Source: an optimization exercise on an open RTL-to-GDS flow (aim: small area, a short achievable clock period and few clock cycles). Production flows keep margins and buffers that such runs may drop. At most, simulation tests tie the RTL to the original design; equivalence was not proved. The clock port is modelled as an ideal driver, which makes a skipped or thinned clock tree look cheaper than it is; a real chip needs a root buffer or a tree. Power figures rest on the tool's default switching activity, not on a simulated workload.

## v6
==> flow/design.v <==
module hcid_tlcorr (
    input  wire [7:0] c,
    output reg  [7:0] t
);
    always @* begin
        case (c)
            8'd48: t = 8'b01101101;
            8'd49: t = 8'b01101000;
            8'd50: t = 8'b01111000;
            8'd51: t = 8'b00011001;
            8'd52: t = 8'b00011010;
            8'd53: t = 8'b00011011;
            8'd54: t = 8'b00011100;
            8'd55: t = 8'b00011101;
            8'd56: t = 8'b00011110;
            8'd57: t = 8'b00011111;
            8'd65: t = 8'b01100000;
            8'd66: t = 8'b01100001;
            8'd67: t = 8'b01100010;
            8'd68: t = 8'b01100011;
            8'd69: t = 8'b01100100;
            8'd70: t = 8'b01100101;
            8'd71: t = 8'b01100110;
            8'd72: t = 8'b01100111;
            8'd73: t = 8'b01101000;
            8'd74: t = 8'b01101001;
            8'd75: t = 8'b01101010;
            8'd76: t = 8'b01101000;
            8'd77: t = 8'b01101011;
            8'd78: t = 8'b01101100;
            8'd79: t = 8'b01101101;
            8'd80: t = 8'b01101110;
            8'd81: t = 8'b01101111;
            8'd82: t = 8'b01110000;
            8'd83: t = 8'b01110001;
            8'd84: t = 8'b01110010;
            8'd85: t = 8'b01110011;
            8'd86: t = 8'b01110100;
            8'd87: t = 8'b01110101;
            8'd88: t = 8'b01110110;
            8'd89: t = 8'b01110111;
            8'd90: t = 8'b01111000;
            8'd97: t = 8'b00100000;
            8'd98: t = 8'b00100001;
            8'd99: t = 8'b00100010;
            8'd100: t = 8'b00100011;
            8'd101: t = 8'b00100100;
            8'd102: t = 8'b00100101;
            8'd103: t = 8'b00100110;
            8'd104: t = 8'b00100111;
            8'd105: t = 8'b00101000;
            8'd106: t = 8'b00101001;
            8'd107: t = 8'b00101010;
            8'd108: t = 8'b01101000;
            8'd109: t = 8'b00101011;
            8'd110: t = 8'b00101100;
            8'd111: t = 8'b00101101;
            8'd112: t = 8'b00101110;
            8'd113: t = 8'b00101111;
            8'd114: t = 8'b00110000;
            8'd115: t = 8'b00110001;
            8'd116: t = 8'b00110010;
            8'd117: t = 8'b00110011;
            8'd118: t = 8'b00110100;
            8'd119: t = 8'b00110101;
            8'd120: t = 8'b00110110;
            8'd121: t = 8'b00110111;
            8'd122: t = 8'b00111000;
            default: t = 8'b11100000;
        endcase
    end
endmodule
module hcid_decoder (
    input  wire         clk,
    input  wire         rst,
    input  wire         in_valid,
    output wire         in_ready,
    input  wire [7:0]   in_char,
    output wire         out_valid,
    input  wire         out_ready,
    output wire [23:0]  out_prefix,      
    output wire [319:0] out_cw,          
    output wire [39:0]  out_bera,        
    output reg  [5:0]   out_count,       
    output reg          out_case_lost,   
    output reg          out_eof          
);
    reg  [7:0] a_c;          
    reg        a_v;
    reg  [5:0] idx;          
    reg        ov;           
    reg        rdy;          
    assign in_ready  = rdy;
    assign out_valid = ov;
    wire consume = a_v && !(ov && idx != 6'd0);
    wire accept  = in_valid && rdy;
    wire last    = (idx == 6'd62);
    wire a_v_n  = accept || (a_v && !consume);
    wire [5:0] idx_n = consume ? (last ? 6'd0 : idx + 6'd1) : idx;
    wire ov_n   = (ov && !out_ready) || (consume && last);
    always @(posedge clk) begin
        if (accept) a_c <= in_char;
        if (rst) begin
            a_v <= 1'b0;
            idx <= 6'd0;
            ov  <= 1'b0;
            rdy <= 1'b1;
        end else begin
            a_v <= a_v_n;
            idx <= idx_n;
            ov  <= ov_n;
            rdy <= !(a_v_n && ov_n && idx_n != 6'd0);
        end
    end
    wire [7:0] t;
    hcid_tlcorr u_tl (.c(a_c), .t(t));
    wire [4:0] sym    = t[4:0];
    wire       letter = t[5];
    wire       upper  = t[6];
    wire       era    = t[7];
    reg  [6:0] w;
    reg        mk;           
    wire [2:0] lb   = {idx[2:0], 2'b00} + idx[2:0];
    wire       emit = (lb >= 3'd3);
    wire [11:0] win = {w, sym};
    reg  [7:0] byte_n;
    always @* begin
        case (lb)
            3'd3:    byte_n = win[7:0];
            3'd4:    byte_n = win[8:1];
            3'd5:    byte_n = win[9:2];
            3'd6:    byte_n = win[10:3];
            default: byte_n = win[11:4];
        endcase
    end
    wire mk_in  = (lb != 3'd0) && mk;
    wire mk_b   = mk_in || era;              
    wire cw_b   = (idx >= 6'd5);             
    always @(posedge clk) begin
        if (consume) begin
            w  <= win[6:0];
            mk <= emit ? (lb != 3'd3 && era) : mk_b;
        end
    end
    reg [311:0] fb;          
    reg [35:0]  be;
    always @(posedge clk) begin
        if (consume && emit)
            fb <= {(cw_b && mk_b) ? 8'h00 : byte_n, fb[311:8]};
        if (consume && emit && cw_b)
            be <= {mk_b, be[35:1]};
    end
    reg  [3:0] n;            
    reg        se;           
    reg  [31:0] cap;         
    reg  [3:0] cbe;          
    wire seg_start = (idx == 6'd3) || (idx == 6'd18) || (idx == 6'd33) || (idx == 6'd48);
    wire seg_end   = (idx == 6'd17) || (idx == 6'd32) || (idx == 6'd47) || last;
    wire [1:0] seg = (idx >= 6'd48) ? 2'd3 : (idx >= 6'd33) ? 2'd2 : (idx >= 6'd18) ? 2'd1 : 2'd0;
    wire in_seg    = (idx >= 6'd3);
    wire [3:0] n_in  = seg_start ? 4'd0 : n;
    wire       se_in = seg_start ? 1'b0 : se;
    wire       take  = letter && !n_in[3];
    wire [3:0] n_out = n_in + {3'd0, take};
    wire       se_out = se_in || era;
    wire       ok_out = n_out[3] && !se_out;
    wire [7:0] cap3  = take ? {cap[30:24], upper} : cap[31:24];
    wire [3:0] okv   = {ok_out, ~cbe[2:0]};
    wire [7:0] capv [0:3];
    assign capv[0] = cap[7:0];
    assign capv[1] = cap[15:8];
    assign capv[2] = cap[23:16];
    assign capv[3] = cap3;
    reg  all_zero, all_ones;
    integer g;
    always @* begin
        all_zero = 1'b1;
        all_ones = 1'b1;
        for (g = 0; g < 4; g = g + 1)
            if (okv[g]) begin
                if (capv[g] != 8'h00) all_zero = 1'b0;
                if (capv[g] != 8'hFF) all_ones = 1'b0;
            end
    end
    wire       lost  = all_zero || all_ones;
    wire [3:0] cbe_f = {4{lost}} | ~okv | {3'b000, era};    
    wire [2:0] ncap  = {2'b00, cbe_f[0]} + {2'b00, cbe_f[1]} + {2'b00, cbe_f[2]} + {2'b00, cbe_f[3]};
    always @(posedge clk) begin
        if (consume && in_seg) begin
            n  <= n_out;
            se <= se_out;
        end
        for (g = 0; g < 4; g = g + 1) begin
            if (consume && last) begin
                if (cbe_f[g]) cap[8*g +: 8] <= 8'h00;
                else if (g == 3) cap[8*g +: 8] <= cap3;
            end else if (consume && in_seg && seg == g && take)
                cap[8*g +: 8] <= {cap[8*g +: 7], upper};
        end
        if (consume && seg_end) begin
            if (last) cbe <= cbe_f;
            else cbe[seg] <= !ok_out;
        end
    end
    always @(posedge clk) begin
        if (consume) begin
            if (idx == 6'd1)
                out_count <= 6'd0;
            else if (last)
                out_count <= out_count + {5'd0, mk_b} + {3'd0, ncap};
            else if (emit && cw_b && mk_b)
                out_count <= out_count + 6'd1;
            if (last) begin
                out_case_lost <= lost;
                out_eof       <= |sym[2:0];
            end
        end
    end
    assign out_prefix = fb[23:0];
    assign out_cw     = {cap, fb[311:24]};
    assign out_bera   = {cbe, be};
endmodule
export LEC_CHECK = 0
export CAP_MARGIN = 20
export CORE_MARGIN = 2
export CORE_UTILIZATION = 40
export SLEW_MARGIN = 20
create_clock -name core_clock -period 18.0 [get_ports {clk}]
run.sh (not shown) runs the stock make flow with config.mk's settings and CLKGATE_MAP_FILE= SYNTH_SCRIPT=/design/flow/synth_recipe.tcl, a recipe that flattens the netlist after the stock synthesis.
Testbench counts of v6, summed over its fixed seeds: cycles 75,624.
The following lists how v7 was set up differently from v6:
-- flow/design.v --
<<< v6, line 110
            idx <= idx_n;
            ov  <= ov_n;
            rdy <= !(a_v_n && ov_n && idx_n != 6'd0);
        end
    end
>>> v7, line 110
            idx <= idx_n;
            ov  <= ov_n;
            rdy <= !(ov_n && idx_n != 6'd0);
        end
    end
Findings:
v6 → v7: die width closely matched the old numbers, clock group share of total power increased by 1.0 points relative to the old numbers, routed length on met3 increased by 5.6% relative to the old numbers, filler cell count in the final layout decreased by about 3% relative to the old numbers. v7 ended up with a lower global placement routability congestion than v6 did. Overall via count from detail_route for v7 is lower than for v6. Setup slack (higher): v6. v7 -> v6: total number of cells along the worst setup path delta 0, exact match. Compared with v6, in v7 non-clock buffer count increased by 2 relative to the old numbers, worst setup timing slack at the placement stage went down 200 ps. Going from v6 to v7, via count of the first global-routing pass now larger, final cell count now sits at about the same level.
Testbench counts of v7, summed over its fixed seeds: cycles 75,624.

* * *

Another version of the RTL of hcid_decoder (not shown whole).
Size in the first run: roughly 410 I/O pins.
==> module hcid_decoder, before the edit <==
module hcid_decoder (
    input  wire         clk,
    input  wire         rst,
    input  wire         in_valid,
    output wire         in_ready,
    input  wire [7:0]   in_char,
    output wire         out_valid,
    input  wire         out_ready,
    output wire [23:0]  out_prefix,      
    output wire [319:0] out_cw,          
    output wire [39:0]  out_bera,        
    output reg  [5:0]   out_count,       
    output reg          out_case_lost,   
    output reg          out_eof          
);
    reg  [7:0] a_c;          
    reg        a_v;
    reg  [5:0] idx;          
    reg        ov;           
    reg        rdy;          
    assign in_ready  = rdy;
    assign out_valid = ov;
    wire [7:0] a_t;          
    hcid_tlcorr u_tl (.c(a_c), .t(a_t));
    wire [4:0] sym    = a_t[4:0];
    wire       letter = a_t[5];
    wire       upper  = a_t[6];
    wire       era    = a_t[7];
    wire consume = a_v && !(ov && idx != 6'd0);
    wire accept  = in_valid && rdy;
    wire last    = (idx == 6'd62);
    wire [5:0] idx_n = consume ? (last ? 6'd0 : idx + 6'd1) : idx;
    wire ov_n   = (ov && !out_ready) || (consume && last);
    always @(posedge clk) begin
        if (accept) a_c <= in_char;
        if (rst) begin
            a_v <= 1'b0;
            idx <= 6'd0;
            ov  <= 1'b0;
            rdy <= 1'b1;
        end else begin
            a_v <= accept || (a_v && !consume);
            idx <= idx_n;
            ov  <= ov_n;
            rdy <= !(ov_n && idx_n != 6'd0);
        end
    end
    reg  [309:0] st;
    reg  [4:0]   p;
    reg  [1:0]   t2;
    reg          mk;         
    reg  [35:0]  be;         
    wire [2:0] lb    = {idx[2] ^ idx[0], idx[1], idx[0]};
    wire       emit  = lb[2] | (lb[1] & lb[0]);
    wire       mk_in = (lb != 3'd0) && mk;
    wire       mk_b  = mk_in || era;         
    wire       cw_b  = (idx >= 6'd5);        
    wire       zap   = emit && cw_b && mk_b;
    reg  [11:0] wmask;       
    integer j;
    always @* begin
        for (j = 0; j < 12; j = j + 1)
            wmask[j] = zap && (j + 3 >= lb) && (j <= lb + 4);
    end
    wire [11:0] win = {st[1:0], p, sym} & ~wmask;
    always @(posedge clk) begin
        if (consume) begin
            p  <= win[4:0];
            mk <= emit ? (lb != 3'd3 && era) : mk_b;
        end
        if (consume && idx != 6'd0)
            st <= {st[304:2], win[11:5]};
        if (consume && last)
            t2 <= win[4:3];
        if (consume && emit && cw_b)
            be <= {mk_b, be[35:1]};
    end
    reg  [3:0]  n;           
    reg  [31:0] cap;         
    reg  [3:0]  cbe;         
    reg  [2:0]  okr;         
    reg         zs, os;      
    reg         gz, go;      
    wire seg_start = (idx == 6'd3) || (idx == 6'd18) || (idx == 6'd33) || (idx == 6'd48);
    wire seg_end   = (idx == 6'd17) || (idx == 6'd32) || (idx == 6'd47) || last;
    wire [1:0] seg = (idx >= 6'd48) ? 2'd3 : (idx >= 6'd33) ? 2'd2 : (idx >= 6'd18) ? 2'd1 : 2'd0;
    wire in_seg    = (idx >= 6'd3);
    wire [3:0] n_in   = seg_start ? 4'd0 : n;
    wire       take   = letter && !n_in[3];
    wire       ok_out = (n_in == 4'd8 || (n_in == 4'd7 && letter)) && !era;
    wire       zs_out = (seg_start || zs) && !(take && upper);
    wire       os_out = (seg_start || os) && !(take && !upper);
    wire [3:0] okv    = {ok_out, okr};
    wire       lost   = (gz && (zs_out || !ok_out)) || (go && (os_out || !ok_out));
    wire [3:0] cbe_f = {4{lost}} | ~okv | {3'b000, era};    
    integer g;
    always @(posedge clk) begin
        if (consume && in_seg) begin
            n  <= era ? 4'd15 : n_in + {3'd0, take};
            zs <= zs_out;
            os <= os_out;
        end
        if (consume && idx == 6'd3) begin
            gz <= 1'b1;
            go <= 1'b1;
        end else if (consume && seg_end && !last && ok_out) begin
            gz <= gz && zs_out;
            go <= go && os_out;
        end
        for (g = 0; g < 4; g = g + 1) begin
            if (consume && last) begin
                if (cbe_f[g]) cap[8*g +: 8] <= 8'h00;
                else if (g == 3 && take) cap[8*g +: 8] <= {cap[8*g +: 7], upper};
            end else if (consume && in_seg && seg == g && take)
                cap[8*g +: 8] <= {cap[8*g +: 7], upper};
        end
        if (consume && seg_end && !last)
            okr[seg] <= ok_out;
        if (consume && last)
            cbe <= cbe_f;
    end
    wire       inc_b = emit && cw_b && mk_b;
    wire [2:0] npc   = {2'b00, ~okv[0] | era} + {2'b00, ~okv[1]} + {2'b00, ~okv[2]} + {2'b00, ~okv[3]};
    wire [2:0] ncap  = !last ? 3'd0 : lost ? 3'd4 : npc;
    wire [6:0] csum  = {out_count, inc_b} + {3'b000, ncap, inc_b};
    always @(posedge clk) begin
        if (consume) begin
            if (idx == 6'd1)
                out_count <= 6'd0;
            else
                out_count <= csum[6:1];
            if (last) begin
                out_case_lost <= lost;
                out_eof       <= |sym[2:0];
            end
        end
    end
    wire [311:0] full = {st, t2};
    genvar gj;
    generate
        for (gj = 0; gj < 39; gj = gj + 1) begin : g_full
            if (gj < 3) begin : g_p
                assign out_prefix[8*gj +: 8] = full[311 - 8*gj -: 8];
            end else begin : g_c
                assign out_cw[8*(gj-3) +: 8] = full[311 - 8*gj -: 8];
            end
        end
    endgenerate
    assign out_cw[319:288] = cap;
    assign out_bera   = {cbe, be};
endmodule
==> flow/config.mk <==
export PLATFORM = sky130hd
export DESIGN_NAME = hcid_decoder
export DESIGN_NICKNAME = hcid_decoder
export VERILOG_FILES = /design/flow/design.v
export SDC_FILE = /design/flow/constraint.sdc
export NUM_CORES = 4
export LEC_CHECK = 0
export CAP_MARGIN = 20
export CORE_MARGIN = 2
export CORE_UTILIZATION = 60
export SLEW_MARGIN = 20
==> flow/constraint.sdc <==
create_clock -name core_clock -period 18.0 [get_ports {clk}]
set_input_delay 3.6000 -clock core_clock [delete_from_list [all_inputs] [get_ports {clk}]]
set_output_delay 3.6000 -clock core_clock [all_outputs]
set_load 0.01 [all_outputs]
standard.sh (not shown) runs the stock make flow with config.mk's settings and CLKGATE_MAP_FILE= SYNTH_SCRIPT=/design/flow/synth_recipe.tcl, a recipe that flattens the netlist after the stock synthesis.
==> flow/flow/run.sh <==
#!/bin/bash
# Own layout flow: the standard ORFS flow (standard.sh, unchanged
# synthesis, floorplan, power grid, placement, routing), with three
# changes to how the layout is made:
#  - the port buffers that global placement inserts on every input and
#    output are sky130_fd_sc_hd__buf_1 instead of the cell buffer_ports
#    picks by itself (a 10 um2 delay buffer);
#  - clock tree synthesis clusters up to 30 flip-flops per clkbuf_16 leaf
#    buffer and inserts no dummy loads;
#  - after clock tree synthesis, flow/flat_clock.tcl takes out the tree's
#    middle level and splits the leaf clock buffers by position over four
#    root buffers driven by the clock port, so every flip-flop gets its
#    clock through two buffers (a root and a leaf);
set -euo pipefail
export BUFFER_PORTS_ARGS="-buffer_cell sky130_fd_sc_hd__buf_1"
export CTS_ARGS="-sink_clustering_enable -repair_clock_nets -sink_clustering_size 30 -sink_clustering_max_diameter 100 -buf_list sky130_fd_sc_hd__clkbuf_16 -dont_use_dummy_load"
export SETUP_SLACK_MARGIN=13.2
export POST_CTS_TCL="$PWD/flow/flat_clock.tcl"
bash standard.sh BUFFER_PORTS_ARGS="$BUFFER_PORTS_ARGS" CTS_ARGS="$CTS_ARGS" SETUP_SLACK_MARGIN="$SETUP_SLACK_MARGIN" POST_CTS_TCL="$POST_CTS_TCL" finish > orfs_flow.log 2>&1
Other scripts of this flow, unchanged in this note and not shown: flow/flow/flat_clock.tcl
Edit:
--- a/flow/design.v
+++ b/flow/design.v
@@ -95,6 +95,7 @@
             be <= {mk_b, be[35:1]};
     end
     reg  [3:0]  n;           
+    reg         se;          
     reg  [31:0] cap;         
     reg  [3:0]  cbe;         
     reg  [2:0]  okr;         
@@ -105,8 +106,10 @@
     wire [1:0] seg = (idx >= 6'd48) ? 2'd3 : (idx >= 6'd33) ? 2'd2 : (idx >= 6'd18) ? 2'd1 : 2'd0;
     wire in_seg    = (idx >= 6'd3);
     wire [3:0] n_in   = seg_start ? 4'd0 : n;
+    wire       se_in  = seg_start ? 1'b0 : se;
     wire       take   = letter && !n_in[3];
-    wire       ok_out = (n_in == 4'd8 || (n_in == 4'd7 && letter)) && !era;
+    wire       se_out = se_in || era;
+    wire       ok_out = (n_in[3] || (n_in[2:0] == 3'd7 && letter)) && !se_out;
     wire       zs_out = (seg_start || zs) && !(take && upper);
     wire       os_out = (seg_start || os) && !(take && !upper);
     wire [3:0] okv    = {ok_out, okr};
@@ -115,7 +118,8 @@
     integer g;
     always @(posedge clk) begin
         if (consume && in_seg) begin
-            n  <= era ? 4'd15 : n_in + {3'd0, take};
+            n  <= n_in + {3'd0, take};
+            se <= se_out;
             zs <= zs_out;
             os <= os_out;
         end
Via count shrinks by 3.9%.
Total power shrinks by 6.8%.
Setup slack gains 39 ps.
Clock power hardly moves.
Final cell count shrinks by 1.1%.
Global-route usage shrinks by 1.8 points.
Critical path depth is unchanged.
Sequential share of layout area grows by 0.76 points.
Hold slack loses 25 ps.
Wire length shrinks by 7.5%.
Combinational power shrinks by 57%.
Testbench counts after the change, summed over its fixed seeds: cycles 75,624.
Function not checked in the first run of this note: the RTL went through the layout flow alone.

what the ideal ports hide:
The flow's constraints put no driver on any port. The routed layouts listed below were extracted and timed again, unchanged, in two steps. Step 1: set_driving_cell puts a clkbuf_16 on clk and a buf_2 on each other input, an assumption about the parent block. Step 2 times the ports against the registers' clock, not the clock port: input delays grow and output delays shrink by t, the midpoint of the rising clock arrivals with the driver on. Three values: no drivers, after step 1, after step 2; two values: the first two.
run	shift t [ns]	setup WS [ns]	hold slack, ns	worst setup path at the end	pins driven straight from the clock port
v6	0.609	12.435 / 12.463 / 11.854	0.443 / 0.443 / 0.443	input to register	1
v7	0.611	12.264 / 12.289 / 11.679	0.444 / 0.444 / 0.444	input to register	1
the first run of note 2	0.401	13.396 / 13.294 / 13.536	0.412 / 0.412 / 0.412	register to register	4
the second run of note 2	0.400	13.435 / 13.333 / 13.670	0.387 / 0.387 / 0.387	input to register	4
After both steps every run listed still meets setup and hold. The setup slack of v7, which loses most, moves by +0.025 ns with the drivers and by -0.585 ns with both steps.
